What follows belongs to an exercise in optimizing a design on an open flow for small area, a short achievable clock period and few clock cycles per item; a production flow would make more cautious choices.
Where RTL was checked, it was by simulation tests only, not by an equivalence proof against the original.
Only the layout flow was run in run 1; the RTL was not checked for function there.
No activity file was given, so power comes from the tool's default toggle rates.

File: design/flow/config.mk
export PLATFORM = sky130hd
export DESIGN_NAME = seq_index
export DESIGN_NICKNAME = seq_index
export VERILOG_FILES = /design/flow/design.v
export SDC_FILE = /design/flow/constraint.sdc
export NUM_CORES = 4
export LEC_CHECK = 0
export CAP_MARGIN = 20
export CORE_MARGIN = 2
export CORE_UTILIZATION = 40
export SLEW_MARGIN = 20
File: design/flow/constraint.sdc
create_clock -name core_clock -period 16.0 [get_ports {clk}]
set_input_delay 3.2000 -clock core_clock [delete_from_list [all_inputs] [get_ports {clk}]]
set_output_delay 3.2000 -clock core_clock [all_outputs]
set_load 0.01 [all_outputs]
File: design/flow/design.v
module si_step #(parameter WR = 32, WM = 32, WX = 34) (
    input  wire [WR-1:0] r,
    input  wire [WM-1:0] c,
    input  wire          da,
    input  wire          db,
    input  wire [WM-1:0] m,
    output wire [WR-1:0] rn,
    output wire [1:0]    q
);
    wire [WX-1:0] a  = {{(WX-WR-1){1'b0}}, r, da};
    wire [WX-1:0] b  = {{(WX-WM){1'b0}}, c};
    wire [WX-1:0] n1 = ~{{(WX-WM){1'b0}}, m};
    wire [WX-1:0] n2 = ~{{(WX-WM-1){1'b0}}, m, 1'b0};
    wire [WX-1:0] s1 = a ^ b ^ n1;
    wire [WX-1:0] k1 = (a & b) | (a & n1) | (b & n1);
    wire [WX-1:0] s2 = a ^ b ^ n2;
    wire [WX-1:0] k2 = (a & b) | (a & n2) | (b & n2);
    wire [WX-1:0] x  = a + b + db;
    wire [WX-1:0] y1 = s1 + {k1[WX-2:0], 1'b1} + db;    
    wire [WX-1:0] y2 = s2 + {k2[WX-2:0], 1'b1} + db;    
    assign q  = !y2[WX-1] ? 2'd2 : !y1[WX-1] ? 2'd1 : 2'd0;
    assign rn = !y2[WX-1] ? y2[WR-1:0] : !y1[WX-1] ? y1[WR-1:0] : x[WR-1:0];
endmodule
module si_step1 (
    input  wire [14:0] r,
    input  wire [15:0] c,
    input  wire        off,
    output wire [14:0] rn,
    output wire [1:0]  q
);
    wire [17:0] a  = {2'b0, r, 1'b0};
    wire [17:0] b  = {2'b0, c};
    wire [17:0] n0 = off ? ~18'd22050 : ~18'd0;
    wire [17:0] n1 = off ? ~18'd44100 : ~18'd22050;
    wire [17:0] n2 = off ? ~18'd66150 : ~18'd44100;
    wire [17:0] s0 = a ^ b ^ n0;
    wire [17:0] k0 = (a & b) | (a & n0) | (b & n0);
    wire [17:0] s1 = a ^ b ^ n1;
    wire [17:0] k1 = (a & b) | (a & n1) | (b & n1);
    wire [17:0] s2 = a ^ b ^ n2;
    wire [17:0] k2 = (a & b) | (a & n2) | (b & n2);
    wire [17:0] y0 = s0 + {k0[16:0], 1'b1};    
    wire [17:0] y1 = s1 + {k1[16:0], 1'b1};    
    wire [17:0] y2 = s2 + {k2[16:0], 1'b1};    
    assign q  = !y2[17] ? 2'd2 : !y1[17] ? 2'd1 : 2'd0;
    assign rn = !y2[17] ? y2[14:0] : !y1[17] ? y1[14:0] : y0[14:0];
endmodule
module si_fast (
    input  wire [15:0] r,
    input  wire [3:0]  v,
    output wire [15:0] rn,
    output wire        ge,
    output reg  [4:0]  q
);
    reg  [13:0] t;
    reg  [15:0] sub, sub1;
    integer j;
    always @* begin
        t = 14'd0;
        for (j = 0; j < 16; j = j + 1)
            if (v == j) t = j * 907;
        q = 5'd0;
        sub = 16'd0;
        sub1 = 16'd22050;
        for (j = 0; j < 128; j = j + 1)
            if (r[15:9] == j) begin
                q    = (j * 8192) / 22050;
                sub  = ((j * 8192) / 22050) * 22050;
                sub1 = ((j * 8192) / 22050) * 22050 + 22050;
            end
    end
    wire [15:0] a  = {r[11:0], 4'd0};
    wire [15:0] b  = {2'd0, t};
    wire [15:0] n  = ~sub;
    wire [15:0] s  = a ^ b ^ n;
    wire [15:0] k  = (a & b) | (a & n) | (b & n);
    wire [15:0] d  = s + {k[14:0], 1'b1};
    wire [15:0] n1 = ~sub1;
    wire [15:0] s1 = a ^ b ^ n1;
    wire [15:0] k1 = (a & b) | (a & n1) | (b & n1);
    wire [15:0] d1 = s1 + {k1[14:0], 1'b1};
    assign rn = d;
    assign ge = ~d1[15];
endmodule
module seq_index (
    input  wire        clk,
    input  wire        rst,
    input  wire        in_valid,
    output wire        in_ready,
    input  wire [31:0] in_block,
    input  wire [31:0] in_num,
    input  wire [31:0] in_den,
    input  wire [12:0] in_len,
    output wire        out_valid,
    input  wire        out_ready,
    output wire [11:0] out_index
);
    reg         rdy;                   
    reg         ov;                    
    reg  [11:0] oidx;
    reg         busy1;                 
    reg         fast;                  
    reg  [5:0]  pos;                   
    reg         started;               
    reg  [31:0] scan;                  
    reg  [15:0] c1, r1;                 
    wire        e = (c1 >= 16'd22050);   
    reg  [31:0] c2, r2;                
    reg  [11:0] c3, M;
    reg  [31:0] den;
    reg  [12:0] len, len3;            
    reg         t2v, t2ph, t2sw, t2fin, t2b, t2f, t2e, t2g;
    reg  [1:0]  t2d;
    reg  [4:0]  t2q;
    reg         t3v, t3ph, t3sw, t3fin, t3b;
    reg  [1:0]  t3d;
    wire stall = t3v & t3fin & ov;
    wire        ph1     = pos[5];
    wire        fa      = fast & ~ph1;                
    wire [4:0]  ppos    = pos[4:0];
    wire        z16     = (scan[31:16] == 16'd0);
    wire        z8      = (scan[31:24] == 8'd0);
    wire        can16   = ~started & z16 & (ppos <= 5'd16);
    wire        can8    = ~started & z8  & (ppos <= 5'd24);
    wire        can4    = ~started & (scan[31:28] == 4'd0) & (ppos <= 5'd28);
    wire        skip    = can16 | can8 | can4;
    wire [5:0]  inc     = can16 ? 6'd16 : can8 ? 6'd8 : (can4 | fa) ? 6'd4 : 6'd1;
    wire [5:0]  pos_n   = pos + inc;
    wire        sw1     = (pos_n[5] != pos[5]);       
    wire        fin1    = sw1 & ph1;
    wire [14:0] s1r;
    wire [15:0] f1r;
    wire        f1ge;
    wire [1:0]  s1d;
    wire [4:0]  f1q;
    si_step1 u1 (.r(r1[14:0]), .c(scan[31] ? c1 : 16'd0), .off(scan[31] & e),
                 .rn(s1r), .q(s1d));
    si_fast uf (.r(r1), .v(scan[31:28]), .rn(f1r), .ge(f1ge), .q(f1q));
    wire [15:0] r1_n = fa ? f1r : {1'b0, s1r};
    wire [31:0] s2r;
    wire [1:0]  s2d;
    si_step #(.WR(32), .WM(32), .WX(34)) u2 (
        .r(r2), .c((t2g ? c2 : 32'd0) | {27'd0, t2q}),
        .da(t2d[1] | t2e), .db(t2d[1] | t2d[0]), .m(den),
        .rn(s2r), .q(s2d));
    wire [4:0]  acc_lo  = {1'b0, r2[3:0]} + {1'b0, t2q[4:1]};
    wire [23:0] acc_hi  = r2[27:4] + acc_lo[4];
    wire [31:0] acc     = {acc_hi, acc_lo[3:0], t2q[0], 3'd0};
    wire        t2acc   = t2f & ~t2sw;               
    wire [11:0] s3r;
    si_step #(.WR(12), .WM(13), .WX(15)) u3 (
        .r(M), .c((t3b & t3ph) ? {1'b0, c3} : 13'd0),
        .da(t3d[1]), .db(t3d[1] | t3d[0]), .m(len3),
        .rn(s3r), .q());
    wire fin3    = t3v & t3fin & ~ov;           
    wire busy1_n = rdy ? in_valid : (busy1 & ~fin1);
    wire t2v_n   = busy1;
    wire t3v_n   = stall ? t3v : t2v;
    wire t3fin_n = stall ? t3fin : t2fin;
    wire ov_n    = fin3 | (ov & ~out_ready);
    wire t2fin_n = busy1 & fin1;
    wire rdy_n   = ~busy1_n &
                   ((~t2v_n & (~t3v_n | (t3fin_n & ~ov_n))) |
                    (t2v_n & t2fin_n & ~ov_n & ~(t3v_n & t3fin_n)));
    wire fast_in = (in_den[31:26] != 6'd0) |
                   ((in_num[31:28] == 4'd0) & (in_den[31:22] != 10'd0)) |
                   ((in_num[31:24] == 8'd0) & (in_den[31:18] != 14'd0)) |
                   ((in_num[31:20] == 12'd0) & (in_den[31:14] != 18'd0)) |
                   ((in_num[31:16] == 16'd0) & (in_den[31:10] != 22'd0));
    always @(posedge clk) begin
        if (rst) begin
            rdy   <= 1'b1;
            ov    <= 1'b0;
            busy1 <= 1'b0;
            t2v   <= 1'b0;
            t3v   <= 1'b0;
        end else begin
            rdy   <= rdy_n;
            ov    <= ov_n;
            busy1 <= busy1_n;
            t2v   <= t2v_n;
            t3v   <= t3v_n;
        end
    end
    always @(posedge clk) begin
        if (fin3) oidx <= s3r;
        if (!stall) begin
            M     <= (~t3v | t3sw) ? 12'd0 : s3r;
            t3ph  <= t2v & t2ph;
            t3sw  <= t2sw;
            t3fin <= t2fin;
            t3b   <= t2v & t2b;
            t3d   <= (t2v & ~t2acc) ? s2d : 2'd0;
        end
        if (t3v & t3sw & ~t3fin) c3 <= s3r;
        r2 <= (~t2v | t2sw) ? 32'd0 : t2acc ? acc : s2r;
        if (t2v & t2sw & ~t2fin) c2 <= s2r;
        len3  <= len;
        t2ph  <= busy1 & ph1;
        t2sw  <= busy1 & sw1;
        t2fin <= busy1 & fin1;
        t2b   <= busy1 & ~fa & scan[31];
        t2d   <= (busy1 & ~fa) ? s1d : 2'd0;
        t2f   <= busy1 & fa;
        t2q   <= (busy1 & fa) ? f1q : 5'd0;
        t2e   <= busy1 & fa & sw1 & f1ge;
        t2g   <= busy1 & ph1 & scan[31];
        pos   <= pos_n;
        scan  <= sw1   ? c2 :
                 can16 ? {scan[15:0], 16'd0} :
                 can8  ? {scan[23:0], 8'd0} :
                 (can4 | fa) ? {scan[27:0], 4'd0} :
                         {scan[30:0], 1'b0};
        r1    <= sw1 ? 16'd0 : r1_n;
        if (~skip) started <= 1'b1;
        if (sw1) begin
            started <= 1'b0;
            c1      <= r1_n;
        end
        if (rdy) begin
            fast    <= fast_in;
            pos     <= 6'd0;
            started <= 1'b0;
            scan    <= in_num;
            c2      <= in_block;
            c1      <= 16'd907;
            r1      <= 16'd0;
            r2      <= 32'd0;
            den     <= in_den;
            len     <= in_len;
        end
    end
    assign in_ready  = rdy;
    assign out_valid = ov;
    assign out_index = oidx;
endmodule
File: design/flow/flow/run.sh
#!/bin/bash
set -euo pipefail
bash standard.sh SETUP_SLACK_MARGIN=12 finish > standard_finish.log 2>&1
File: design/flow/standard.sh
#!/bin/bash
# synth_recipe.tcl (not shown) runs the flow's synth.tcl, then flattens the netlist and writes it again
# the make line also repeats each setting of config.mk as NAME=value (left out here)
make -C /OpenROAD-flow-scripts/flow DESIGN_CONFIG=/design/flow/config.mk WORK_HOME=/design/flow/orfs CLKGATE_MAP_FILE= SYNTH_SCRIPT=/design/flow/synth_recipe.tcl "${@:-finish}"
==> impl_results.md, run 1 <==
- Post-synthesis compound-gate area fraction: 24.1%
- Worst Path Arrival: 5.09 ns
- Die footprint: 69600 sq um
- Max incr delay on CP: 0.47 ns
- Gate count of the mapped netlist: between 3000 and 4000
- Fin nets: 4170
- Syn nets: roughly 3800
- FF+latch count, synth: between 200 and 300
- Setup tns final: 0 ns
- RSZ-0062 raised after global routing: true
- Clk_skew: around 0.039 ns
- Synth unique cells: 101
- Port bufs: 126
- Top Ports: 127
- Post-synthesis mux area share: under 10%
- Mapped cell area: 27000 sq um
- Top FF cell, synth: dfxtp_1
- Final Hold Fails: 0
- Die width: between 200 and 300 microns
- CTS tree: built
- Top cell type by total area after synthesis: edfxtp_1
- Hold slack: around 0.33 ns
- Drt via density: 6.02
- R2r startpoint: t2g
- CP Max Fanout: 7
- CP Launch Point: t2g
- Critical path type: flop to flop
- Detailed Routing Iterations Pass 1: 7
- Placed inst area: approximately 30000 sq um
- Total Power: 4.92 mW
- Via count: ~28000
- Clock tree buffer depth: 3
- Ranking of synthesized cells by area: edfxtp_1, ha_1, dfxtp_1, fa_1, inv_1
- RD Place Congestion: 0.959
- Share of layout cells above drive strength 1: around 26%
- Post-DP HPWL: 69900 microns
- Initial antenna violation count: 1
- Worst R2R Path Depth: 18
- Core Box Area: 67000 sq um
- CP Depth: 18
- Gr usage total: 28.5%
- Fillers: 6032
- PD cells: approximately 130 nW/um^2
- Max transition margin: 11.0%
- Critical Path Sink Type: flop
- Reg-to-reg endpoint: c2[30]
- Final instance area: about 37000 sq um
- Drt drc: 0
- XOR/XNOR Fraction of Synth Area: 5.35%
- Crit-path slowest cell: fa_1
- First-pass GRT wire length: 155000 microns
- Worst path bufs/invs: 4
- Largest family of logic cells by synthesized area: compound AO/OA/AOI/OAI gates
- Final Critical Period: about 4.7 ns
- Seq/Total Area, Yosys: a little under a quarter
- Post-DR wirelength/cell: about 23 microns
- Yosys top cell area share: a little over an eighth
- CP endpoint: c2[30]
- Status: no timing/DRC/antenna violations
- DRT iter0 DRCs: 2925
- Row cnt: 95
- Root buffer cell: clkbuf_16
- Ys async rst share: 0%
- Routed WL: 107000 microns
- Post-Synth Simple-Gate Area: roughly 17%
- Largest net degree at the start of global routing: 64
- CTS Sinks: 255
- Initial Util: 40.3%
- Fin crit share: 29.3%
- Startpoint types: flop
- Post-DRT Antenna Nets: 0
- Achievable frequency: 213 MHz
- Yosys warning total: 2
- R2R Setup Slk: 11.31 ns
- CTS Hold Bufs: 0
- Die Height: around 260 microns
- Final Max Slew Viols: 0
- TritonCTS buffer count: 34
- Worst slew pin tran: 1.33 ns
- Global route overflow: 0
- Max IR drop VDD: 0.000117 V
- Number of synthesized flops with an enable pin: 119
- Synthesized area per cell: approximately 8.2 sq um
- Clock latency at the later pin of the worst-skew pair: 0.57 ns
- Area grow syn2layout: 38.0%
- Min-Delay Path Class: flop to flop
- Number of H-tree levels: 2
- CTS clk-pin slew, worst paths: 0.06 ns
- CP required: ~16 ns
- Max_cap viols: 0
- Adder-Cell Fraction of Synth Area: 21.1%
- Critical path cell sequence: buf_12 -> a21o_4 -> fa_1 -> ha_1 -> nor2b_4 -> o31a_4 -> nor4_4 -> buf_4 -> o311ai_4 -> a21oi_4 -> a211oi_4 -> o21ai_2 -> buf_6 -> a211o_4 -> buf_12 -> nor4_4 -> a221oi_2 -> o21ai_1
- Setup violations, final: 0
- Delay-heaviest family, CP: compound AO/OA/AOI/OAI gates
- P_leak: 16.3 nW
- Vias in the first global route: 26147
## registers in the layout, indices dropped and copies added, names as in the netlist, 5 cells and up
name  flops
c1       16
oidx     12
t2q       5
len      13
c2       32
pos       6
r2       32
c3       12
den      32
r1       16
scan     32
len3     13
M        12
## worst min-delay path by stage
stage / cells after the start / slack, ns / startpoint / to
after floorplan: 0 / 0.32 / len[0] / len3[0]
after global placement: 0 / 0.33 / len[4] / len3[4]
after detailed placement: 0 / 0.33 / len[9] / len3[9]
after CTS: 0 / 0.33 / len[12] / len3[12]
after global routing: 0 / 0.34 / len[10] / len3[10]
final: 0 / 0.33 / len[12] / len3[12]
## cell usage in the layout (no fill, tap or decap), types with 21 or more instances in the layout
| cell | count |
|---|---|
| a21o_1 | 46 |
| a21oi_1 | 220 |
| a21oi_2 | 50 |
| a22oi_1 | 29 |
| a31oi_1 | 30 |
| and3_1 | 29 |
| buf_12 | 37 |
| buf_4 | 215 |
| buf_6 | 48 |
| clkbuf_16 | 48 |
| clkdlybuf4s50_1 | 90 |
| dfxtp_1 | 122 |
| edfxtp_1 | 119 |
| fa_1 | 130 |
| ha_1 | 206 |
| ha_4 | 26 |
| inv_1 | 399 |
| nand2_1 | 241 |
| nand2b_1 | 39 |
| nand3_1 | 58 |
| nor2_1 | 201 |
| nor2_4 | 34 |
| nor2b_1 | 31 |
| nor3_1 | 69 |
| o21a_1 | 50 |
| o21ai_0 | 131 |
| o21ai_1 | 41 |
| o21ai_2 | 26 |
| o21bai_1 | 21 |
| or3_1 | 25 |
| xnor2_1 | 122 |
| xor2_1 | 40 |
## layout make-up
type | count | area (sq um) | area share, %
Multi-Input combinational cell | 2515 | 22100 | 59.2
Sequential cell | 255 | 6340 | 17.0
Timing Repair Buffer | 458 | 4900 | 13.1
Inverter | 417 | 1670 | 4.47
Tap cell | 873 | 1090 | 2.93
Clock buffer | 48 | 1060 | 2.85
Clock inverter | 13 | 128 | 0.342
Timing Repair inverter | 1 | 16.3 | 0.0436
Antenna cell | 1 | 2.50 | 0.00671
## Yosys cell counts (52+ instances only)
| cell type | count |
|---|---|
| nand2_1 | 275 |
| a21oi_1 | 282 |
| nor2_1 | 249 |
| nand3_1 | 66 |
| clkbuf_1 | 94 |
| fa_1 | 135 |
| edfxtp_1 | 119 |
| o21a_1 | 52 |
| xnor2_1 | 124 |
| dfxtp_1 | 136 |
| o21ai_0 | 194 |
| inv_1 | 412 |
| ha_1 | 240 |
| nor3_1 | 91 |
## routing by layer
| layer | routed length [microns] | track usage [%] | vias to the layer above |
|---|---|---|---|
| met1 | 43100 | 37.3 | 13151 |
| met3 | 9120 | 5.02 | 430 |
| met5 | 0 | 0 | - |
| li1 | - | - | 12521 |
| met2 | 48600 | 46.5 | 1457 |
| met4 | 6380 | 12.0 | 0 |
## through the flow
| stage | cells | setup WS [ns] | util [%] |
|---|---|---|---|
| after detailed placement | 4216 | 10.23 | 44.0 |
| final | 4581 | 11.31 | 55.6 |
| after global routing | 4580 | 11.23 | 55.6 |
| after global placement | 4216 | 10.28 | 44.0 |
| after floorplan | 3309 | 11.47 | - |
| after CTS | 4452 | 11.36 | 51.3 |
## cells by family after synthesis
kind of cell,Yosys count
simple gates,943
fa+ha+maj,375
mux,42
buf+inv,545
flops,255
compound gates,984
xor+xnor,165
## power breakdown
group | internal, mW | total (mW) | switching (mW)
registers | 0.755 | 0.838 | 0.0832
logic | 1.45 | 3.26 | 1.81
clock network | 0.498 | 0.823 | 0.326
## timing repair
item,4_1_cts,5_1_grt
endpoints found under the setup margin,188,184
resized for setup,526,347
buffers inserted,155,116
cloned,20,12
pin swaps,141,153
==> run 2: changes to the inputs <==
--- a/design/flow/design.v
+++ b/design/flow/design.v
@@ -163,9 +163,7 @@
                    ((~t2v_n & (~t3v_n | (t3fin_n & ~ov_n))) |
                     (t2v_n & t2fin_n & ~ov_n & ~(t3v_n & t3fin_n)));
     wire fast_in = (in_den[31:26] != 6'd0) |
-                   ((in_num[31:28] == 4'd0) & (in_den[31:22] != 10'd0)) |
                    ((in_num[31:24] == 8'd0) & (in_den[31:18] != 14'd0)) |
-                   ((in_num[31:20] == 12'd0) & (in_den[31:14] != 18'd0)) |
                    ((in_num[31:16] == 16'd0) & (in_den[31:10] != 22'd0));
     always @(posedge clk) begin
         if (rst) begin
==> design/flow/flow/run.sh (replaced) <==
#!/bin/bash
set -euo pipefail
bash standard.sh SETUP_SLACK_MARGIN=11.6 finish > standard_finish.log 2>&1
==> run 2 against run 1 <==
  * Still clean on timing, DRC and antenna
  * Sequential share of layout area up 1.4 points
  * Clock-buffer cell count down 7
  * Synthesized cell count down 2.5%
  * Critical path depth up 3
  * Via count down 5.4%
  * Sequential cell count unchanged
  * Clock power down 12%
  * Non-clock buffer count down 101
  * Critical path type unchanged
  * Largest power group unchanged
==> impl_results.md, run 2 <==
- Status: no timing/DRC/antenna violations
- Final Max Slew Viols: 0
- Clock tree buffer depth: 3
- Top FF cell, synth: dfxtp_1
- Drt via density: 5.93
- Detailed Routing Iterations Pass 1: 6
- Synth unique cells: between 90 and 100
- Gate count of the mapped netlist: 3227
- Min-Delay Path Class: flop to flop
- Max transition margin: ~33%
- Clock latency at the later pin of the worst-skew pair: about 0.59 ns
- Initial antenna violation count: 1
- Crit-path slowest cell: fa_1
- Critical path type: flop to flop
- Hold slack: between 0.3 and 0.4 ns
- Yosys warning total: 2
- Largest net degree at the start of global routing: between 70 and 80
- Critical Path Sink Type: flop
- Final Hold Fails: 0
- Ranking of synthesized cells by area: edfxtp_1, ha_1, dfxtp_1, fa_1, inv_1
- CTS Sinks: 255
- Most frequent cells in the layout: inv_1, nand2_1, a21oi_1, ha_1, nor2_1
- CTS tree: built
- Most common cell in the synthesized netlist: inv_1
- Yosys top cell area share: 13.4%
- Top cell type by total area after synthesis: edfxtp_1
- FF+latch count, synth: 255
- R2R Setup Slk: ~11 ns
- Initial Util: 40.4%
- Clk_skew: around 0.033 ns
- Setup violations, final: 0
- Startpoint types: flop
- Achievable frequency: 215 MHz
- Final Critical Period: between 4 and 5 ns
- Adder-Cell Fraction of Synth Area: 21.4%
- Top Ports: 127
- Number of H-tree levels: 1
- Core Box Area: 65900 sq um
- CP Max Fanout: 4
- XOR/XNOR Fraction of Synth Area: ~5.9%
- Commonest non-fill, non-tap cell in the layout: inv_1
- CTS Hold Bufs: 0
- P_leak: 15.4 nW
- Delay-heaviest family, CP: compound AO/OA/AOI/OAI gates
- Via count: 26069
- Mapped cell area: 26600 sq um
- Share of layout cells above drive strength 1: 20.2%
- Synthesized area per cell: 8.25 sq um
- Die width: about 260 microns
- Worst Path Arrival: 5.09 ns
- Row cnt: 94
- Worst slew pin tran: approximately 1.0 ns
- Ys async rst share: 0%
- Drt drc: 0
- Number of synthesized flops with an enable pin: 119
- Post-DRT Antenna Nets: 0
- Largest family of logic cells by synthesized area: compound AO/OA/AOI/OAI gates
- Port bufs: 126
- First-pass GRT wire length: 148000 microns
- Vias in the first global route: 24808
- Die footprint: about 69000 sq um
- Post-synthesis mux area share: 2.54%
- DRT iter0 DRCs: between 2000 and 3000
- Commonest cells in the netlist: inv_1, nand2_1, a21oi_1
- Post-synthesis compound-gate area fraction: 23.4%
- Root buffer cell: clkbuf_16
- CTS clk-pin slew, worst paths: 0.06 ns
- Setup tns final: 0 ns
- Fillers: 6167
- Max incr delay on CP: 0.51 ns
- Global route overflow: 0
- PD cells: 129 nW/um^2
- Fin nets: around 4000
- Fin crit share: 29.0%
- Post-Synth Simple-Gate Area: 15.8%
- TritonCTS buffer count: 31
- Post-DP HPWL: 70400 microns
- Seq/Total Area, Yosys: 23.7%
- Worst path bufs/invs: 4
- Routed WL: roughly 99000 microns
- Critical path cell sequence: o41ai_4 -> nand2_1 -> a31o_2 -> a21oi_2 -> o21a_4 -> clkinvlp_4 -> buf_6 -> fa_1 -> inv_2 -> ha_4 -> a21oi_2 -> o21ai_2 -> a41o_1 -> o311ai_4 -> o2111ai_4 -> buf_6 -> a221oi_4 -> a31oi_2 -> a211o_1 -> a31oi_2 -> a21oi_1
- Max_cap viols: 0
- RSZ-0062 raised after global routing: true
- Post-DR wirelength/cell: 22.5 microns
- RD Place Congestion: around 0.96
- Gr usage total: 27.9%
- CP required: 16.45 ns
- Area grow syn2layout: 29.2%
- Syn nets: 3715
- Max IR drop VDD: 0.000106 V
- Die Height: around 260 microns
## run 2: cell types whose count changed after synthesis, moves of 13 or more
cell / before / now
a21oi_1: 282 / 249
a21o_1: 50 / 69
nor2_1: 249 / 197
xor2_1: 41 / 55
mux2_2: 7 / 20
inv_1: 412 / 393
nand2_1: 275 / 303
## run 2: cell type report
cell class | count | area [sq um] | area share, %
repair buffers | 357 | 3670 | 10.7
diodes | 1 | 2.50 | 0.00728
clock inverters | 16 | 164 | 0.477
flip-flops and latches | 255 | 6340 | 18.4
multi-input cells | 2464 | 20700 | 60.3
clock buffers | 41 | 863 | 2.51
inverters | 396 | 1540 | 4.46
well taps | 864 | 1080 | 3.14
## run 2: worst reg2reg max path, cell delays in order, from the launching register on
cell and delay, ns:
dfxtp_2 0.34, o41ai_4 0.37, nand2_1 0.12, a31o_2 0.22, a21oi_2 0.13, o21a_4 0.19
clkinvlp_4 0.12, buf_6 0.13, fa_1 0.51, inv_2 0.05, ha_4 0.22, a21oi_2 0.14
o21ai_2 0.08, a41o_1 0.25, o311ai_4 0.35, o2111ai_4 0.19, buf_6 0.18, a221oi_4 0.27
a31oi_2 0.10, a211o_1 0.30, a31oi_2 0.20, a21oi_1 0.09
## run 2: through the flow
stage / std cells / total power [mW] / instance area [sq um] / utilization (%) / worst slack (ns)
3_5_place_dp: 4134 / 2.97 / 28900 / 43.9 / 9.99
6_report: 4394 / 4.44 / 34400 / 52.2 / 11.35
5_1_grt: 4393 / 4.71 / 34400 / 52.2 / 11.17
2_1_floorplan: 3227 / 2.40 / 26700 / - / 11.58
3_3_place_gp: 4133 / 2.99 / 28900 / 43.8 / 10.02
4_1_cts: 4326 / 4.14 / 32700 / 49.6 / 11.43
## run 2: final timing paths
kind	from	to	cells past startpoint
hold / removal	len[7]	len3[7]	0
setup / recovery	c1[4]	c1[4]	21
setup reg to reg	c1[4]	c1[4]	21
hold reg to reg	len[7]	len3[7]	0
## run 2: what timing repair did
action	CTS	global route
pin swaps	80	111
endpoints found under the setup margin	186	139
gates cloned	16	2
buffers inserted	119	65
gates resized for setup	382	266
## run 2: kinds of logic (layout without fill, tap and decap cells)
group,after synthesis,count (layout)
xor gates and xnor gates,177,177
buffers and inverters,513,810
muxes,64,64
DFF,255,255
and+or+nand+nor,893,897
AOI/OAI and AO/OA,950,951
adders and majority gates,375,375
other,0,1
## run 2: per-layer routing
metal	routed length, microns	track usage [%]
met5	13	0
met1	42600	38.6
met3	7970	3.98
met2	44600	44.9
met4	3720	8.43
## run 2: power by group
part	switching [mW]	leakage [nW]	total [mW]	internal, mW
Sequential	0.0724	2.35	0.826	0.753
Combinational	1.64	12.6	2.89	1.25
Clock	0.310	0.500	0.724	0.414
Total	2.02	15.4	4.44	2.41
Testbench counts of run 2, summed over its fixed seeds: cycles 102,223, items 3,200.
==> run 3: changes to the inputs <==
==> design/flow/flow/run.sh (replaced) <==
#!/bin/bash
set -euo pipefail
bash standard.sh SETUP_SLACK_MARGIN=11 CORE_UTILIZATION=55 finish > standard_finish.log 2>&1
==> run 3 against run 2 <==
  * Critical endpoint is now in_ready
  * Critical path type is now flop to output pin
  * Cell count decreased by 9.2%
  * Clock-buffer cell count increased by 11
  * Combinational power decreased by 16%
  * Maximum frequency decreased by 5.0%
==> impl_results.md, run 3 <==
- Status: no timing/DRC/antenna violations
- Final Core Density: 64.4%
- Row cnt: 80
- Via count: 25664
- Critical Path Sink Type: output pin
- Largest net degree at the start of global routing: 63
- Total Power: 4.01 mW
- RSZ-0062 raised after global routing: true
- Number of H-tree levels: 2
- Critical path cell sequence: clkdlybuf4s50_1
- FF+latch count, synth: 255
- Ys async rst share: 0%
- Mapped cell area: 26600 sq um
- Most common cell in the synthesized netlist: inv_1
- Delay-heaviest family, CP: buffers and inverters
- Fin crit share: 30.6%
- Initial antenna violation count: 0
- Core Box Area: 47700 sq um
- Pre-CTS setup slack: around 9.8 ns
- DRT iter0 DRCs: 2837
- Worst Path Arrival: ~1.7 ns
- Die Height: around 220 microns
- Crit-path slowest cell: clkdlybuf4s50_1
- Post-DRT Antenna Nets: 0
- Port bufs: approximately 130
- Post-synthesis compound-gate area fraction: 23.4%
- Initial Util: 55.8%
- Gr usage total: 36.2%
- CP Max Fanout: 13
- CP required: ~13 ns
- Setup tns final: 0 ns
- Clock latency at the later pin of the worst-skew pair: 0.55 ns
- Post-DR wirelength/cell: 23.3 microns
- Final Critical Period: 4.89 ns
- Min-Delay Path Class: flop to flop
- Top cell type by total area after synthesis: edfxtp_1
- Yosys warning total: 2
- Top FF cell, synth: dfxtp_1
- Synth unique cells: 93
- PD cells: 131 nW/um^2
- Post-Synth Simple-Gate Area: 15.8%
- Max incr delay on CP: 0.61 ns
- Post-synthesis mux area share: about 2.5%
- Ant. Diodes: 0
- Top Ports: 127
- Max IR drop VDD: 0.000121 V
- Number of synthesized flops with an enable pin: 119
- CTS clk-pin slew, worst paths: around 0.06 ns
- Drt via density: 6.43
- Yosys top cell area share: 13.4%
- Achievable frequency: 204 MHz
- First-pass GRT wire length: around 140000 microns
- Most frequent cells in the layout: inv_1, nand2_1, a21oi_1, ha_1, o21ai_0
- Die footprint: 50200 sq um
- Final Hold Fails: 0
- Detailed Routing Iterations Pass 1: 6
- Setup violations, final: 0
- Routed WL: 92800 microns
- CTS tree: built
- Area grow syn2layout: 15.4%
- Die width: 224 microns
- Syn nets: 3715
- Final Max Slew Viols: 0
- XOR/XNOR Fraction of Synth Area: 5.85%
- Clock tree buffer depth: 3
- Root buffer cell: clkbuf_16
- Max transition margin: 33.6%
- Fillers: ~4000
- Startpoint types: flop
- RD Place Congestion: ~1.0
- Worst path bufs/invs: 1
- Seq/Total Area, Yosys: 23.7%
- Share of layout cells above drive strength 1: 8.89%
- Drt drc: 0
- Vias in the first global route: 25329
- Hold slack: 0.349 ns
- Final Worst Setup Slack: ~11 ns
- Gate count of the mapped netlist: 3227
- Global route overflow: 0
- Synthesized area per cell: between 8 and 9 sq um
- P_leak: 14.3 nW
- CTS Sinks: 255
- Commonest cells in the netlist: inv_1, nand2_1, a21oi_1
- Adder-Cell Fraction of Synth Area: between 20% and 30%
- Ranking of synthesized cells by area: edfxtp_1, ha_1, dfxtp_1, fa_1, inv_1
- Fin nets: 3838
- Max_cap viols: 0
- Critical path type: flop to output pin
- Commonest non-fill, non-tap cell in the layout: inv_1
- Worst slew pin tran: 0.993 ns
- TritonCTS buffer count: 34
- Largest family of logic cells by synthesized area: compound AO/OA/AOI/OAI gates
- Clk_skew: around 0.031 ns
- Post-DP HPWL: 71100 microns
[run 3: cell types whose count changed in the layout (fill, tap and decap cells not counted), moves of 17 or more]
cell     change
dfxtp_1     +17
buf_4      -100
nand2_1     +23
buf_6       -25
o21ai_0     +32
a21oi_1     +23
a21oi_2     -18
ha_1        +19
[run 3: cell type report]
type,instances,area (sq um),share of cell area [%]
Inverter,396,1520,4.93
Sequential cell,255,6300,20.5
Clock inverter,9,60.1,0.195
Multi-Input combinational cell,2460,19000,61.8
Timing Repair Buffer,203,2020,6.58
Clock buffer,52,1060,3.46
Tap cell,615,769,2.50
[run 3: cell families after synthesis]
| kind of cell | after synthesis |
|---|---|
| flops | 255 |
| simple gates | 893 |
| buf+inv | 513 |
| compound gates | 950 |
| fa+ha+maj | 375 |
| xor+xnor | 177 |
| mux | 64 |
[run 3: report_power, final]
group          internal, mW  switching, mW
clock network         0.461          0.313
logic                 0.956           1.47
registers             0.751         0.0673
total                  2.17           1.85
[run 3: path summary, 6_finish.rpt]
kind	start	to	slack, ns	cells past startpoint
setup reg to reg	t2g	c2[27]	11.12	15
setup / recovery	rdy	in_ready	11.11	1
hold / removal	len[8]	len3[8]	0.35	0
hold reg to reg	len[8]	len3[8]	0.35	0
[run 3: what timing repair did]
item                                    CTS  global route
setup buffers                            12            28
gates cloned                              0             2
pin swaps                                 6            27
gates resized for setup                  75            92
hold buffers                              0             0
endpoints found under the setup margin  110           111
[run 3: per-stage QoR]
step	instance area, sq um	cells
after CTS	30100	3960
after detailed placement	28500	3887
after global placement	28500	3886
final	30700	3990
after global routing	30700	3990
after floorplan	26600	3227
[run 3: layer usage]
metal / vias to the layer above / GRT usage [%] / share of wire, %
met5: - / 0 / 0
met4: 0 / 15.4 / 4.6
met3: 294 / 5.44 / 8.2
met2: 1375 / 60.0 / 46
met1: 12293 / 47.0 / 41
li1: 11702 / - / -
==> run 4: changes to the inputs <==
==> design/flow/flow/run.sh (replaced) <==
#!/bin/bash
set -euo pipefail
bash standard.sh SETUP_SLACK_MARGIN=10.5 finish > standard_finish.log 2>&1
==> run 4 against run 3 <==
  * Critical path depth rose by 14
  * Synthesized cell count did not move
  * Setup slack got worse by 0.42 ns
  * Clock power fell by 11%
  * Clock skew fell by 0.0069 ns
  * Sequential power fell by 0.6%
  * Critical endpoint is now c2[27]
==> impl_results.md, run 4 <==
- Status: no timing/DRC/antenna violations
- CP required: around 16 ns
- Commonest non-fill, non-tap cell in the layout: inv_1
- Critical Path Sink Type: flop
- Clock tree buffer depth: 3
- Ys async rst share: 0%
- Initial antenna violation count: 2
- Post-synthesis compound-gate area fraction: 23.4%
- Final Critical Period: approximately 5.3 ns
- Gate count of the mapped netlist: 3227
- Yosys top cell area share: 13.4%
- Setup violations, final: 0
- Share of layout cells above drive strength 1: 5.95%
- Top Ports: 127
- RD Place Congestion: 0.977
- Port bufs: 126
- Largest net degree at the start of global routing: 73
- TritonCTS buffer count: 30
- DRT iter0 DRCs: ~2400
- Post-synthesis mux area share: under 10%
- CTS clk-pin slew, worst paths: 0.08 ns
- Max_cap viols: 0
- Vias in the first global route: about 23000
- Yosys warning total: 2
- PD cells: 124 nW/um^2
- Synth unique cells: 93
- Syn nets: 3715
- Via count: 24483
- Final Hold Fails: 0
- Row cnt: 94
- Synthesized area per cell: 8.25 sq um
- Clk_skew: ~0.024 ns
- Startpoint types: flop
- Max IR drop VDD: a little over 0.00009 V
- Post-Synth Simple-Gate Area: 15.8%
- CP Max Fanout: 32
- Commonest cells in the netlist: inv_1, nand2_1, a21oi_1
- Gr usage total: 26.0%
- Hold Crit Depth: 0
- Adder-Cell Fraction of Synth Area: 21.4%
- WHS Endpoint: len3[1]
- Worst slew pin tran: roughly 1.1 ns
- Fin crit share: 33.2%
- Worst R2R Path Depth: 15
- FF+latch count, synth: between 200 and 300
- Drt via density: 5.82
- Hold_sp: len[1]
- Max transition margin: approximately 29%
- Global route overflow: 0
- Ant. Diodes: 0
- Post-DP HPWL: approximately 70000 microns
- Worst Path Arrival: 5.64 ns
- Ranking of synthesized cells by area: edfxtp_1, ha_1, dfxtp_1, fa_1, inv_1
- Most common cell in the synthesized netlist: inv_1
- Die footprint: 68600 sq um
- Critical path type: flop to flop
- Core Box Area: 65900 sq um
- Min-Delay Path Class: flop to flop
- Most frequent cells in the layout: inv_1, nand2_1, a21oi_1, ha_1, o21ai_0
- Total Power: 3.73 mW
- Routed WL: 90100 microns
- Detailed Routing Iterations Pass 1: 6
- CTS Hold Bufs: 0
- Final instance area: 30100 sq um
- Achievable frequency: 188 MHz
- P_leak: roughly 14 nW
- Placed inst area: a little under 30000 sq um
- Die Height: ~260 microns
- Die width: 262 microns
- Mapped cell area: roughly 27000 sq um
- Area grow syn2layout: 13.1%
- Top FF cell, synth: dfxtp_1
- Number of synthesized flops with an enable pin: between 100 and 150
- Initial Util: 40.4%
- Drt drc: 0
- R2r startpoint: t2g
- Root buffer cell: clkbuf_16
- XOR/XNOR Fraction of Synth Area: 5.85%
- RSZ-0062 raised after global routing: false
- CTS tree: built
- Setup tns final: 0 ns
- Largest family of logic cells by synthesized area: compound AO/OA/AOI/OAI gates
- Number of H-tree levels: 1
- Fin nets: 3808
- R2R Setup Slk: 10.68 ns
- Seq/Total Area, Yosys: 23.7%
- Clock latency at the later pin of the worst-skew pair: between 0.5 and 0.6 ns
- Post-DR wirelength/cell: approximately 21 microns
- Reg-to-reg endpoint: c2[27]
- Final Max Slew Viols: 0
- Top cell type by total area after synthesis: edfxtp_1
- Post-DRT Antenna Nets: 0
- CTS Sinks: 255
- First-pass GRT wire length: around 140000 microns
-- run 4: cell count changes in the layout (fill, tap and decap cells not counted), moves of 7 or more --
cell,change
buf_4,-15
nor2_1,+15
nand2_1,+9
o21ai_0,+9
buf_12,-8
ha_1,+7
nand2_2,-7
nor2_2,-7
nor2_4,-7
-- run 4: per-stage QoR --
step           util [%]  hold WS, ns  worst slack, ns  instances
2_1_floorplan         -        0.323            11.08       3227
3_3_place_gp       43.8        0.326             9.90       4142
3_5_place_dp       43.8        0.329             9.81       4142
4_1_cts            45.4        0.329            10.50       4203
5_1_grt            45.7        0.343            10.45       4208
6_report           45.7        0.324            10.68       4208
-- run 4: repair_timing --
| action | 4_1_cts | 5_1_grt |
|---|---|---|
| setup buffers | 5 | 4 |
| pin swaps | 0 | 1 |
| gates cloned | 0 | 1 |
| gates resized for setup | 15 | 37 |
| setup endpoints to repair | 40 | 71 |
-- run 4: worst max-delay path by stage --
stage | from | to
2_1_floorplan | c1[1] | c1[9]
3_3_place_gp | c1[1] | c1[4]
3_5_place_dp | c1[1] | c1[4]
4_1_cts | r1[14] | c1[13]
5_1_grt | r1[15] | r1[13]
6_report | t2g | c2[27]
-- run 4: routing by layer --
| metal | share of wire [%] | track usage, % | up-vias |
|---|---|---|---|
| met1 | 45 | 36.9 | 11727 |
| li1 | - | - | 11638 |
| met2 | 45 | 41.6 | 951 |
| met3 | 6.4 | 2.92 | 165 |
| met4 | 3.0 | 7.47 | 2 |
| met5 | 0.012 | 0 | - |
-- run 4: layout make-up --
class / instances / area (sq um)
well taps: 864 / 1080
flip-flops and latches: 255 / 6300
clock buffers: 47 / 908
repair buffers: 177 / 1680
inverters: 396 / 1510
clock inverters: 9 / 50.0
fillers: 6655 / 35800
multi-input cells: 2460 / 18600
-- run 4: report_power, final --
group / leakage, nW / switching (mW) / total (mW) / internal, mW
clock: 0.479 / 0.298 / 0.687 / 0.389
combinational: 11.1 / 1.36 / 2.23 / 0.872
sequential: 2.35 / 0.0631 / 0.814 / 0.751
total: 13.9 / 1.72 / 3.73 / 2.01
-- run 4: critical path, cell delays in order (launching register included) --
cell	delay, ns
dfxtp_1	0.30
buf_4	0.34
nand2_1	0.28
fa_1	0.54
inv_1	0.04
ha_1	0.36
o211a_1	0.17
a211oi_1	0.07
or4_4	0.59
a211oi_4	0.36
nor2_2	0.13
o311ai_4	0.48
a21o_2	0.46
nand2_8	0.23
mux2_4	0.38
mux2_2	0.26
-- run 4: logic make-up after synthesis --
kind of cell / Yosys count
AO/OA/AOI/OAI: 950
multiplexers: 64
AND/OR/NAND/NOR: 893
flip-flops: 255
adder cells (fa/ha/maj): 375
buffers and inverters: 513
XOR/XNOR: 177
==> run 5: changes to the inputs <==
==> design/flow/flow/run.sh (replaced) <==
#!/bin/bash
set -euo pipefail
bash standard.sh SETUP_SLACK_MARGIN=10 finish > standard_finish.log 2>&1
==> run 5 against run 4 <==
  * Final area down 0.69%
  * Combinational power about the same
  * Global-route usage about the same
  * Register-to-register slack worse by 0.51 ns
  * Setup slack worse by 0.51 ns
  * Clock-buffer cell count unchanged
  * Area after synthesis unchanged
  * Utilization down 0.32 points
  * Synthesized cell count unchanged
==> impl_results.md, run 5 <==
- Fin crit share: 36.4%
- Drt drc: 0
- Gate count of the mapped netlist: 3227
- Final Core Density: 45.4%
- Area grow syn2layout: 12.3%
- Clock tree buffer depth: 3
- Worst R2R Path Depth: 16
- Final Worst Setup Slack: 10.18 ns
- Worst Path Arrival: 6.16 ns
- Mapped cell area: 26600 sq um
- Achievable frequency: 172 MHz
- Clock latency at the later pin of the worst-skew pair: 0.59 ns
- Largest net degree at the start of global routing: 73
- Ranking of synthesized cells by area: edfxtp_1, ha_1, dfxtp_1, fa_1, inv_1
- WHS Endpoint: len3[1]
- Fin nets: 3802
- CTS Sinks: 255
- Core Box Area: 65900 sq um
- Commonest non-fill, non-tap cell in the layout: inv_1
- Global route overflow: 0
- Hold Crit Depth: 0
- Ys async rst share: 0%
- Detailed Routing Iterations Pass 1: 6
- Synthesized area per cell: about 8.2 sq um
- RD Place Congestion: 0.977
- Total Power: 3.70 mW
- Ant. Diodes: 0
- Row cnt: 94
- Status: no timing/DRC/antenna violations
- Fillers: 6670
- Gr usage total: 26.0%
- Max transition margin: 23.1%
- Max IR drop VDD: 0.0000987 V
- Post-DR wirelength/cell: 21.3 microns
- Synth unique cells: 93
- Number of synthesized flops with an enable pin: 119
- Critical Path Sink Type: flop
- Yosys top cell area share: 13.4%
- CTS tree: built
- Startpoint types: flop
- Die Height: 262 microns
- Root buffer cell: clkbuf_16
- Vias in the first global route: 23384
- CP required: 16.34 ns
- Final Critical Period: 5.82 ns
- Via count: about 24000
- Yosys warning total: 2
- R2R Setup Slk: 10.18 ns
- RSZ-0062 raised after global routing: false
- Met3 usage: 2.91%
- Setup tns final: 0 ns
- Initial Util: between 40% and 50%
- Min-Delay Path Class: flop to flop
- Top Ports: 127
- Top FF cell, synth: dfxtp_1
- CTS clk-pin slew, worst paths: 0.07 ns
- Port bufs: 126
- CP Max Fanout: 32
- Max_cap viols: 0
- Critical path type: flop to flop
- Die footprint: 68600 sq um
- Syn nets: 3715
- Setup violations, final: 0
- Layer with the highest usage: met2
- GR Util met1: 36.9%
- Final Max Slew Viols: 0
- Top cell type by total area after synthesis: edfxtp_1
- PD cells: 124 nW/um^2
- Post-DP HPWL: 70300 microns
- CTS Hold Bufs: 0
- Most frequent cells in the layout: inv_1, nand2_1, a21oi_1, ha_1, o21ai_0
- DRT iter0 DRCs: ~2400
- Die width: 262 microns
- GR met2 Demand/Resource: 41.7%
- Seq/Total Area, Yosys: between 20% and 30%
- Pre-CTS setup slack: 9.81 ns
- Commonest cells in the netlist: inv_1, nand2_1, a21oi_1
- Most common cell in the synthesized netlist: inv_1
- Final Hold Fails: 0
- First-pass GRT wire length: 138000 microns
- TritonCTS buffer count: 30
- P_leak: ~14 nW
- R2r startpoint: t2g
- Worst slew pin tran: 1.15 ns
- Routed WL: 89700 microns
- Drt via density: 5.80
- Number of H-tree levels: 1
- Post-DRT Antenna Nets: 0
- Hold_sp: len[1]
- FF+latch count, synth: 255
- Initial antenna violation count: 2
- Clk_skew: 0.0176 ns
- Share of layout cells above drive strength 1: 5.21%
- Reg-to-reg endpoint: c2[16]
## run 5: cell counts after synthesis
No cell type changed its count.
## run 5: stage by stage
| stage | cell area, sq um | cells | hold WS (ns) |
|---|---|---|---|
| 3_3_place_gp | 28900 | 4142 | 0.326 |
| 2_1_floorplan | 26600 | 3227 | 0.323 |
| 3_5_place_dp | 28900 | 4142 | 0.329 |
| 6_report | 29900 | 4202 | 0.325 |
| 4_1_cts | 29800 | 4200 | 0.329 |
| 5_1_grt | 29900 | 4202 | 0.343 |
## run 5: worst max path at each step
| stage | start | end | slack (ns) | cells after the start |
|---|---|---|---|---|
| after global routing | c1[1] | c1[1] | 10.02 | 17 |
| final | t2g | c2[16] | 10.18 | 16 |
| after floorplan | c1[1] | c1[9] | 11.08 | 20 |
| after CTS | r1[13] | c1[13] | 10.06 | 19 |
| after detailed placement | c1[1] | c1[4] | 9.81 | 19 |
| after global placement | c1[1] | c1[4] | 9.90 | 19 |
## run 5: power breakdown
group | internal [mW] | total [mW] | switching (mW)
sequential | 0.751 | 0.813 | 0.0621
clock | 0.389 | 0.687 | 0.298
combinational | 0.859 | 2.20 | 1.34
total | 2.00 | 3.70 | 1.70
## run 5: timing repair
item	4_1_cts	5_1_grt
gates cloned	0	0
buffers inserted	2	2
setup endpoints to repair	15	30
gates resized for setup	3	8
## run 5: area by class of cell
cell class	instances	area, sq um	area share, %
clock buffer	47	908	3.04
clock inverter	9	50.0	0.167
inverter	396	1500	5.03
multi-input combinational	2459	18400	61.7
sequential	255	6300	21.1
tap	864	1080	3.62
timing repair buffer	172	1610	5.37
## run 5: layer usage
| layer | share of wire (%) | vias to the layer above | wire length, microns |
|---|---|---|---|
| met5 | 0.012 | - | 11 |
| met4 | 3.0 | 2 | 2700 |
| met3 | 6.1 | 162 | 5510 |
| met2 | 45 | 892 | 40600 |
| met1 | 46 | 11685 | 40800 |
| li1 | - | 11620 | - |
## run 5: kinds of logic (layout without fill, tap and decap cells)
logic type	count (synthesis)	after routing	share of synthesized area, %
adder cells (fa/ha/maj)	375	375	21.4
XOR/XNOR	177	177	5.85
multiplexers	64	64	2.54
AO/OA/AOI/OAI	950	950	23.4
AND/OR/NAND/NOR	893	893	15.8
buffers and inverters	513	624	7.32
flip-flops	255	255	23.7
## run 5: critical path, stage by stage, from the launching register on
cell and delay, ns:
dfxtp_1 0.30, buf_4 0.34, nand2_1 0.25, fa_1 0.53, inv_1 0.04, ha_1 0.36
o211a_1 0.25, a211oi_1 0.39, o31ai_1 0.22, a32o_1 0.37, nor2_2 0.27, o311ai_4 0.17
a21oi_1 0.91, buf_4 0.36, nor2_4 0.14, o31a_1 0.36, mux2_2 0.27
==> run 6: changes to the inputs <==
==> design/flow/flow/run.sh (replaced) <==
#!/bin/bash
set -euo pipefail
bash standard.sh SETUP_SLACK_MARGIN=11 RECOVER_POWER=100 finish > standard_finish.log 2>&1
==> run 6 against run 5 <==
  * The layout now fails its checks (capacitance limit, slew limit)
  * Clock power about the same
  * Non-clock buffer count rose by 31
  * Sequential power grew 0.6%
  * Total power up 2.3%
  * Critical path depth is the same
  * Setup slack got worse by 2.4 ns
  * Critical endpoint is now scan[7]
  * Largest cell class unchanged
  * Largest power group unchanged
  * Highest routed layer is now met4
==> impl_results.md, run 6 <==
- RSZ-0062 raised after global routing: true
- CP Max Fanout: 50
- Max incr delay on CP: 1.61 ns
- Via count: 24703
- Root buffer cell: clkbuf_16
- First-pass GRT wire length: 140000 microns
- Placed inst area: between 20000 and 30000 sq um
- Max_cap viols: 11
- FF+latch area: about 6300 sq um
- Delay-heaviest family, CP: buffers and inverters
- Pre-CTS setup slack: 9.81 ns
- Fillers: around 6600
- Most frequent CP cell: clkbuf_1
- CTS Sinks: 255
- DRT iter0 DRCs: ~2500
- Critical path type: flop to flop
- Clk_skew: about 0.021 ns
- Setup tns final: 0 ns
- Gate count of the mapped netlist: 3227
- Post-DRT Antenna Nets: 0
- Max IR drop VDD: approximately 0.00009 V
- Most common cell in the synthesized netlist: inv_1
- FF+latch count, synth: 255
- Largest net degree at the start of global routing: between 70 and 80
- Syn nets: ~3700
- Crit-path slowest cell: clkbuf_1
- Die footprint: 68600 sq um
- Final Hold Fails: 0
- Most frequent cells in the layout: inv_1, nand2_1, a21oi_1, ha_1, o21ai_0
- Worst path bufs/invs: 3
- Fin nets: 3836
- Achievable frequency: 122 MHz
- Yosys warning total: 2
- TritonCTS buffer count: 30
- Final Max Slew Viols: 443
- SO Faults: capacitance limit, slew limit
- Multi-input gate area: around 19000 sq um
- Status: complete, but fails checks
- Top FF cell, synth: dfxtp_1
- Synthesized area per cell: 8.25 sq um
- Die Height: roughly 260 microns
- Die width: 262 microns
- P_leak: 14.1 nW
- Row cnt: 94
- Seq/Total Area, Yosys: 23.7%
- Worst slew pin tran: approximately 3.3 ns
- Ranking of synthesized cells by area: edfxtp_1, ha_1, dfxtp_1, fa_1, inv_1
- Commonest cells in the netlist: inv_1, nand2_1, a21oi_1
- Drt via density: 5.83
- Ant. Diodes: 0
- Synth unique cells: between 90 and 100
- Top cell type by total area after synthesis: edfxtp_1
- CP required: 16.35 ns
- Ys async rst share: 0%
- Final instance area: around 30000 sq um
- Commonest non-fill, non-tap cell in the layout: inv_1
- Final Worst Setup Slack: 7.81 ns
- RD Place Congestion: 0.977
- Global route overflow: 0
- Mapped cell area: 26600 sq um
- Area grow syn2layout: 14.3%
- Number of synthesized flops with an enable pin: 119
- Max transition margin: -119%
- Min-Delay Path Class: flop to flop
- CTS Hold Bufs: 0
- Initial antenna violation count: 0
- Number of H-tree levels: 1
- Top Ports: 127
- Initial Util: about two fifths
- Worst Path Arrival: 8.54 ns
- Vias in the first global route: 23633
- Critical Path Sink Type: flop
- Clock tree buffer depth: 3
- Yosys top cell area share: 13.4%
- PD cells: 124 nW/um^2
- Post-DP HPWL: 70300 microns
- Port bufs: 126
- Post-DR wirelength/cell: 21.6 microns
- Core Box Area: 65900 sq um
- Final Critical Period: 8.19 ns
- Clock latency at the later pin of the worst-skew pair: 0.59 ns
- Share of layout cells above drive strength 1: about 6.5%
- Critical path cell sequence: clkbuf_1 -> nor3_1 -> a21oi_2 -> clkbuf_1 -> nor2_1 -> ha_1 -> a31oi_1 -> nor2b_1 -> o21ai_0 -> nand2b_1 -> ha_1 -> xor2_1 -> clkbuf_1 -> nor2_1 -> a221oi_1 -> a21oi_1
- Setup violations, final: 0
- CTS tree: built
- Drt drc: 0
- Fin crit share: 51.2%
- Detailed Routing Iterations Pass 1: 7
- CTS clk-pin slew, worst paths: roughly 0.08 ns
- Routed WL: 91400 microns
- Startpoint types: flop
- Gr usage total: 26.2%
==> run 6: final timing paths <==
check	start	to	slack [ns]	cells after the start
max	scan[31]	scan[7]	7.81	16
min	len[1]	len3[1]	0.33	0
max reg2reg	scan[31]	scan[7]	7.81	16
min reg2reg	len[1]	len3[1]	0.33	0
==> run 6: cells by family after synthesis <==
logic type                 share of synthesized area [%]
xor gates and xnor gates                            5.85
and+or+nand+nor                                     15.8
buffers and inverters                               7.32
DFF                                                 23.7
muxes                                               2.54
AOI/OAI and AO/OA                                   23.4
adders and majority gates                           21.4
==> run 6: final cells by class <==
type	count	area share [%]
inverters	396	4.99
clock buffers	47	2.99
multi-input cells	2462	61.4
flip-flops and latches	255	20.7
well taps	864	3.55
repair buffers	203	6.18
clock inverters	9	0.164
==> run 6: report_power, final <==
part | switching [mW] | total [mW] | internal [mW]
combinational | 1.38 | 2.28 | 0.903
clock | 0.299 | 0.688 | 0.389
sequential | 0.0652 | 0.818 | 0.753
total | 1.74 | 3.79 | 2.05
==> run 6: repair_timing <==
item                                    CTS  global route
gates resized for setup                  66            67
gates cloned                              2             2
pin swaps                                 8            19
endpoints found under the setup margin  106           114
hold endpoints to repair                  0             0
setup buffers                            16            18
==> run 6: per-stage QoR <==
stage | hold WS (ns) | util, % | cells | total power, mW
6_report | 0.326 | 46.2 | 4236 | 3.79
2_1_floorplan | 0.323 | - | 3227 | 2.38
3_3_place_gp | 0.326 | 43.8 | 4142 | 2.98
3_5_place_dp | 0.329 | 43.8 | 4142 | 2.97
4_1_cts | 0.329 | 45.9 | 4216 | 3.73
5_1_grt | 0.343 | 46.2 | 4236 | 4.07
==> run 6: per-layer routing <==
layer / up-vias / GRT usage [%] / routed length (microns)
met5: - / 0 / 0
met4: 0 / 7.93 / 3070
met3: 184 / 3.00 / 6280
met2: 1038 / 42.0 / 41100
met1: 11779 / 37.2 / 41000
li1: 11702 / - / -
==> run 7: changes to the inputs <==
==> design/flow/flow/run.sh (replaced) <==
#!/bin/bash
set -euo pipefail
bash standard.sh SETUP_SLACK_MARGIN=11 CTS_CLUSTER_SIZE=20 CTS_CLUSTER_DIAMETER=180 finish > standard_finish.log 2>&1
==> run 7 against run 6 <==
  * Now clean on timing, DRC and antenna
  * Clock power decreased by 35%
  * Clock skew is 0.0014 ns higher
  * Clock-buffer cell count shrank 20
  * Area after synthesis did not move
  * Synthesized cell count stayed put
  * Global-route usage decreased by 0.097 points
  * Utilization is 0.065 points lower
  * Combinational power rose by 4%
  * Hold slack better by 0.022 ns
  * Routed wire length increased by 0.43%
  * Total power fell by 4.2%
  * Cell count decreased by 0.35%
  * Critical path type unchanged
  * Largest power group unchanged
==> impl_results.md, run 7 <==
- Status: no timing/DRC/antenna violations
- Achievable frequency: between 200 and 250 MHz
- Final Critical Period: 4.89 ns
- WL met1: between 40000 and 50000 microns
- Non-Filler Instances: 4221
- Post-DP HPWL: 70300 microns
- PD cells: 119 nW/um^2
- Setup violations, final: 0
- Setup tns final: 0 ns
- Max_cap viols: 0
- Die Height: between 200 and 300 microns
- Global route overflow: 0
- Placed inst area: 28900 sq um
- Commonest cells in the netlist: inv_1, nand2_1, a21oi_1
- Worst slew pin tran: 1.12 ns
- Root buffer cell: clkbuf_16
- Post-DRT Antenna Nets: 0
- Max transition margin: between 20 and 25%
- Min-Delay Path Class: flop to flop
- Drt drc: 0
- Critical path type: flop to flop
- Final Worst Setup Slack: 11.11 ns
- Final Core Density: 46.1%
- Most frequent cells in the layout: inv_1, nand2_1, a21oi_1, ha_1, o21ai_0
- Number of H-tree levels: 1
- Ant. Diodes: 0
- Area grow syn2layout: 14.1%
- Synth unique cells: between 90 and 100
- Share of layout cells above drive strength 1: 7.60%
- Top FF cell, synth: dfxtp_1
- Core Box Area: about 66000 sq um
- Die width: 262 microns
- Most common cell in the synthesized netlist: inv_1
- Synthesized area per cell: 8.25 sq um
- CTS clk-pin slew, worst paths: 0.09 ns
- Initial antenna violation count: 0
- Met3 Wirelength: ~6000 microns
- Seq/Total Area, Yosys: 23.7%
- Gr usage total: 26.1%
- RD Place Congestion: between 0.9 and 1
- Placed cell count: 4142
- TritonCTS buffer count: 16
- Syn nets: about 3700
- Final Max Slew Viols: 0
- Top cell type by total area after synthesis: edfxtp_1
- Critical Path Sink Type: flop
- Ys async rst share: 0%
- RSZ-0062 raised after global routing: true
- Yosys warning total: 2
- Post-DR wirelength/cell: 21.7 microns
- CP required: between 15 and 20 ns
- CTS Sinks: approximately 260
- Startpoint types: flop
- Max IR drop VDD: between 0.00009 and 0.0001 V
- Top Ports: 127
- Fin nets: 3835
- Port bufs: 126
- Die footprint: 68600 sq um
- Routed WL: between 90000 and 100000 microns
- Final instance area: 30400 sq um
- CTS tree: built
- Clk_skew: ~0.023 ns
- Gate count of the mapped netlist: 3227
- Mapped cell area: 26600 sq um
- P_leak: about 14 nW
- First-pass GRT wire length: 139000 microns
- Clock latency at the later pin of the worst-skew pair: 0.54 ns
- Pre-CTS setup slack: between 9 and 10 ns
- FF+latch count, synth: 255
- DRT iter0 DRCs: 2557
- Number of synthesized flops with an enable pin: approximately 120
- Yosys top cell area share: roughly 13%
- Vias in the first global route: 23488
- Max Used Layer: met4
- Final Hold Fails: 0
- Initial Util: 40.4%
- Row cnt: 94
- DR WL met2: 41000 microns
- Clock tree buffer depth: 3
- Drt via density: 5.85
- Ranking of synthesized cells by area: edfxtp_1, ha_1, dfxtp_1, fa_1, inv_1
- Fin crit share: 30.6%
- Via count: 24703
- Detailed Routing Iterations Pass 1: 6
- Commonest non-fill, non-tap cell in the layout: inv_1
- Largest net degree at the start of global routing: 73
- Worst Path Arrival: between 5 and 6 ns
- CP Max Fanout: 16
## run 7: cells by family (layout without fill, tap and decap cells)
logic type | after synthesis | after routing | synth area share (%)
flops | 255 | 255 | 23.7
fa+ha+maj | 375 | 375 | 21.4
buf+inv | 513 | 640 | 7.32
xor+xnor | 177 | 177 | 5.85
mux | 64 | 64 | 2.54
simple gates | 893 | 896 | 15.8
compound gates | 950 | 950 | 23.4
## run 7: layer usage
metal	global-route usage [%]	vias to the layer above
li1	-	11689
met1	37.4	11866
met2	41.6	964
met3	2.69	184
met4	8.00	0
met5	0	-
## run 7: worst paths after layout
check / from / to / slack, ns / depth (start not counted)
max: r1[10] / c1[14] / 11.11 / 20
max reg2reg: r1[10] / c1[14] / 11.11 / 20
min: len[6] / len3[6] / 0.35 / 0
min reg2reg: len[6] / len3[6] / 0.35 / 0
## run 7: metrics by stage
stage	hold slack (ns)	power, mW
final	0.348	3.63
after CTS	0.348	3.48
after detailed placement	0.329	2.97
after floorplan	0.323	2.38
after global routing	0.360	3.89
after global placement	0.326	2.98
## run 7: report_power, final
part | total [mW] | internal [mW] | switching [mW]
Clock | 0.450 | 0.201 | 0.249
Sequential | 0.820 | 0.751 | 0.0686
Combinational | 2.36 | 0.945 | 1.41
Total | 3.63 | 1.90 | 1.73
## run 7: area by class of cell
cell class	count	area, sq um
Clock buffer	27	463
Clock inverter	1	6.26
Fill cell	6644	35500
Inverter	396	1520
Multi-Input combinational cell	2462	18800
Sequential cell	255	6310
Tap cell	864	1080
Timing Repair Buffer	216	2170
## run 7: worst max-delay path, cell delays in order (launching register included)
cell and delay (ns):
dfxtp_4 0.38, buf_12 0.16, clkinvlp_4 0.14, buf_4 0.19, nand3_1 0.24, nor2_1 0.44, a21oi_1 0.13, a21oi_1 0.33
o2111ai_1 0.16, nor3_1 0.39, ha_1 0.32, ha_1 0.34, a21o_1 0.19, a21oi_1 0.19, o21ai_0 0.15, a41oi_1 0.27
a21oi_2 0.11, a31oi_1 0.22, xnor2_1 0.10, a22oi_1 0.20, a21oi_1 0.10
## run 7: repair_timing
action	4_1_cts	5_1_grt
endpoints found under the setup margin	106	99
buffers inserted	20	23
pin swaps	8	22
gates cloned	2	5
gates resized for setup	65	74
hold buffers	0	0
==> run 8: changes to the inputs <==
==> design/flow/flow/run.sh (replaced) <==
#!/bin/bash
set -euo pipefail
bash standard.sh SETUP_SLACK_MARGIN=11 finish > standard_finish.log 2>&1
==> run 8 against run 7 <==
  * Still clean on timing, DRC and antenna
  * Maximum frequency up 0.11%
  * Critical path depth decreased by 4
  * Synthesized cell count is the same
  * Clock skew is 0.00081 ns lower
  * Largest cell class unchanged
==> impl_results.md, run 8 <==
- Status: no timing/DRC/antenna violations
- Hold_sp: len[1]
- Sequential power share: 21.3%
- Clk pwr share: between 15 and 20%
- RD Place Congestion: 0.977
- WHS Endpoint: len3[1]
- RSZ-0062 raised after global routing: true
- Initial antenna violation count: 0
- Setup tns final: 0 ns
- Initial Util: approximately two fifths
- First-pass GRT wire length: 140000 microns
- Ant. Diodes: 0
- Largest net degree at the start of global routing: 73
- Commonest non-fill, non-tap cell in the layout: inv_1
- CTS Sinks: between 200 and 300
- CP Max Fanout: 32
- Max IR drop VDD: between 0.00009 and 0.0001 V
- Vias in the first global route: 23633
- Critical path type: flop to flop
- P_int: 2.07 mW
- Min-Delay Path Class: flop to flop
- DRT iter0 DRCs: 2540
- Clk_skew: 0.0219 ns
- FF+latch count, synth: 255
- Yosys top cell area share: 13.4%
- Reg-to-reg endpoint: c2[27]
- Top cell type by total area after synthesis: edfxtp_1
- Synthesized area per cell: 8.25 sq um
- Drt drc: 0
- Post-DR wirelength/cell: ~22 microns
- Detailed Routing Iterations Pass 1: 7
- Most common cell in the synthesized netlist: inv_1
- Yosys warning total: 2
- Row cnt: 94
- TritonCTS buffer count: 30
- Die width: about 260 microns
- Worst Path Arrival: 5.22 ns
- CP Launch Point: t2g
- Switching Power: 1.77 mW
- Gr usage total: 26.2%
- Startpoint types: flop
- Commonest cells in the netlist: inv_1, nand2_1, a21oi_1
- Max_cap viols: 0
- Final Core Density: 46.6%
- Achievable frequency: a little over 200 MHz
- Clock latency at the later pin of the worst-skew pair: 0.59 ns
- Share of layout cells above drive strength 1: 7.98%
- Top FF cell, synth: dfxtp_1
- Setup violations, final: 0
- Synth unique cells: 93
- Clock tree buffer depth: 3
- Drt via density: 5.84
- PD cells: ~130 nW/um^2
- Post-DRT Antenna Nets: 0
- Die Height: around 260 microns
- Routed WL: between 90000 and 100000 microns
- Global route overflow: 0
- Via count: around 25000
- Seq/Total Area, Yosys: between 20% and 30%
- Worst slew pin tran: around 1.0 ns
- Fin nets: 3836
- R2r startpoint: t2g
- Die footprint: 68600 sq um
- R2R Setup Slk: 11.11 ns
- Core Box Area: 65900 sq um
- Ys async rst share: 0%
- CTS tree: built
- Number of H-tree levels: 1
- Gate count of the mapped netlist: roughly 3200
- Ranking of synthesized cells by area: edfxtp_1, ha_1, dfxtp_1, fa_1, inv_1
- Switch share: 46.1%
- Hold Crit Depth: 0
- Max transition margin: 32.6%
- Number of synthesized flops with an enable pin: 119
- P_leak: roughly 14 nW
- Critical path cell sequence: buf_8 -> nand2_1 -> fa_1 -> inv_1 -> ha_1 -> o21a_1 -> o21ai_0 -> or4_4 -> a211oi_4 -> nor2_2 -> o311ai_4 -> buf_12 -> nand3_4 -> nand2_8 -> mux2_4 -> mux2_2
- CTS Hold Bufs: 0
- Root buffer cell: clkbuf_16
- Final Max Slew Viols: 0
- Mapped cell area: about 27000 sq um
- Max incr delay on CP: between 0.5 and 0.6 ns
- Post-DP HPWL: approximately 70000 microns
- Final Hold Fails: 0
- Logic gate share of total power: just over 60%
- Port bufs: between 100 and 150
- Worst R2R Path Depth: 16
- Critical Path Sink Type: flop
- Crit-path slowest cell: fa_1
- CTS clk-pin slew, worst paths: ~0.070 ns
- Fillers: 6599
- Area grow syn2layout: 15.2%
- Final Critical Period: 4.89 ns
- Syn nets: 3715
- Top Ports: roughly 130
- Most frequent cells in the layout: inv_1, nand2_1, a21oi_1, ha_1, o21ai_0
- Fin crit share: 30.6%
- CP required: between 15 and 20 ns
==> run 8: stage by stage <==
step / area (sq um) / std cells / setup slack [ns] / hold slack [ns] / power (mW)
6_report: 30700 / 4236 / 11.11 / 0.326 / 3.83
4_1_cts: 30200 / 4216 / 11.00 / 0.329 / 3.73
5_1_grt: 30700 / 4236 / 10.90 / 0.343 / 4.11
2_1_floorplan: 26600 / 3227 / 11.08 / 0.323 / 2.38
3_5_place_dp: 28900 / 4142 / 9.81 / 0.329 / 2.97
3_3_place_gp: 28900 / 4142 / 9.90 / 0.326 / 2.98
==> run 8: logic make-up (layout without fill, tap and decap cells) <==
group / after synthesis / count (layout) / synth area share (%)
compound gates: 950 / 950 / 23.4
xor+xnor: 177 / 177 / 5.85
fa+ha+maj: 375 / 375 / 21.4
buf+inv: 513 / 655 / 7.32
flops: 255 / 255 / 23.7
mux: 64 / 64 / 2.54
simple gates: 893 / 896 / 15.8
==> run 8: final cells by class <==
class,instances,area (sq um),share of cell area [%]
Multi-Input combinational cell,2462,18800,61.3
Clock inverter,9,50.0,0.163
Clock buffer,47,908,2.96
Timing Repair Buffer,203,1990,6.50
Inverter,396,1520,4.95
Tap cell,864,1080,3.52
Sequential cell,255,6300,20.5
==> run 8: power groups by stage <==
| stage | Sequential, mW | Clock (mW) | Combinational (mW) |
|---|---|---|---|
| finish | 0.817 | 0.689 | 2.33 |
| global placement | 0.827 | 0 | 2.16 |
| CTS | 0.814 | 0.700 | 2.21 |
| floorplan | 0.805 | 0 | 1.57 |
| global route | 0.825 | 0.727 | 2.56 |
| detailed placement | 0.826 | 0 | 2.14 |
==> run 8: what timing repair did <==
item	4_1_cts	5_1_grt
gates cloned	2	2
resized for setup	66	67
pin swaps	8	19
endpoints found under the setup margin	106	114
buffers inserted	16	18
==> run 8: how the worst max path moves through the flow <==
stage              to  slack, ns  cells after the start
2_1_floorplan   c1[9]      11.08                     20
3_3_place_gp    c1[4]       9.90                     19
3_5_place_dp    c1[4]       9.81                     19
4_1_cts          M[1]      11.00                     16
5_1_grt         c1[4]      10.90                     19
6_report       c2[27]      11.11                     16
==> run 8: per-layer routing <==
layer	part of all wire, %	GRT usage, %
met1	45	37.2
met2	45	42.0
met3	6.9	3.00
met4	3.5	7.93
met5	0	0
==> run 8: critical path: cells and delay by family, from the launching register on <==
| kind | cells | cell delay (ns) |
|---|---|---|
| AO/OA/AOI/OAI | 4 | 0.93 |
| adder cells (fa/ha/maj) | 2 | 0.94 |
| multiplexers | 2 | 0.59 |
| buffers and inverters | 3 | 0.44 |
| AND/OR/NAND/NOR | 5 | 1.34 |
| flip-flops | 1 | 0.34 |

[separate check: timing with driven ports]
No port has a modelled driver above. Below, the same layouts with a new extraction and two added sets of constraints.
Step 1: set_driving_cell puts a clkbuf_16 on clk and a buf_2 on each other input, an assumption about the parent block.
Step 2, shift: input delay + t, output delay - t, t = (earliest + latest rising clock arrival at the registers) / 2. This alone moves slack from input paths to output paths.
Slacks: ideal / step 1 / step 2; pairs: ideal / step 1.
run	t (ns)	setup slack, ns	worst setup path after step 2	worst data-port slew with drivers (ns)
run 1	0.609	11.307 / 11.307 / 11.097	input to register	0.05
run 2	0.640	11.353 / 11.353 / 11.060	input to register	0.10
run 3	0.598	11.108 / 11.045 / 10.754	input to register	0.04
run 4	0.647	10.685 / 10.685 / 10.685	register to register	0.11
run 5	0.649	10.179 / 10.179 / 10.179	register to register	0.11
run 6	0.645	7.808 / 7.808 / 7.808	register to register	0.12
run 7	0.597	11.106 / 11.106 / 10.929	input to register	0.11
run 8	0.647	11.111 / 11.066 / 10.911	input to register	0.12
For run 3, which loses most, drivers alone change the setup slack by -0.063 ns; drivers and shift together by -0.354 ns.
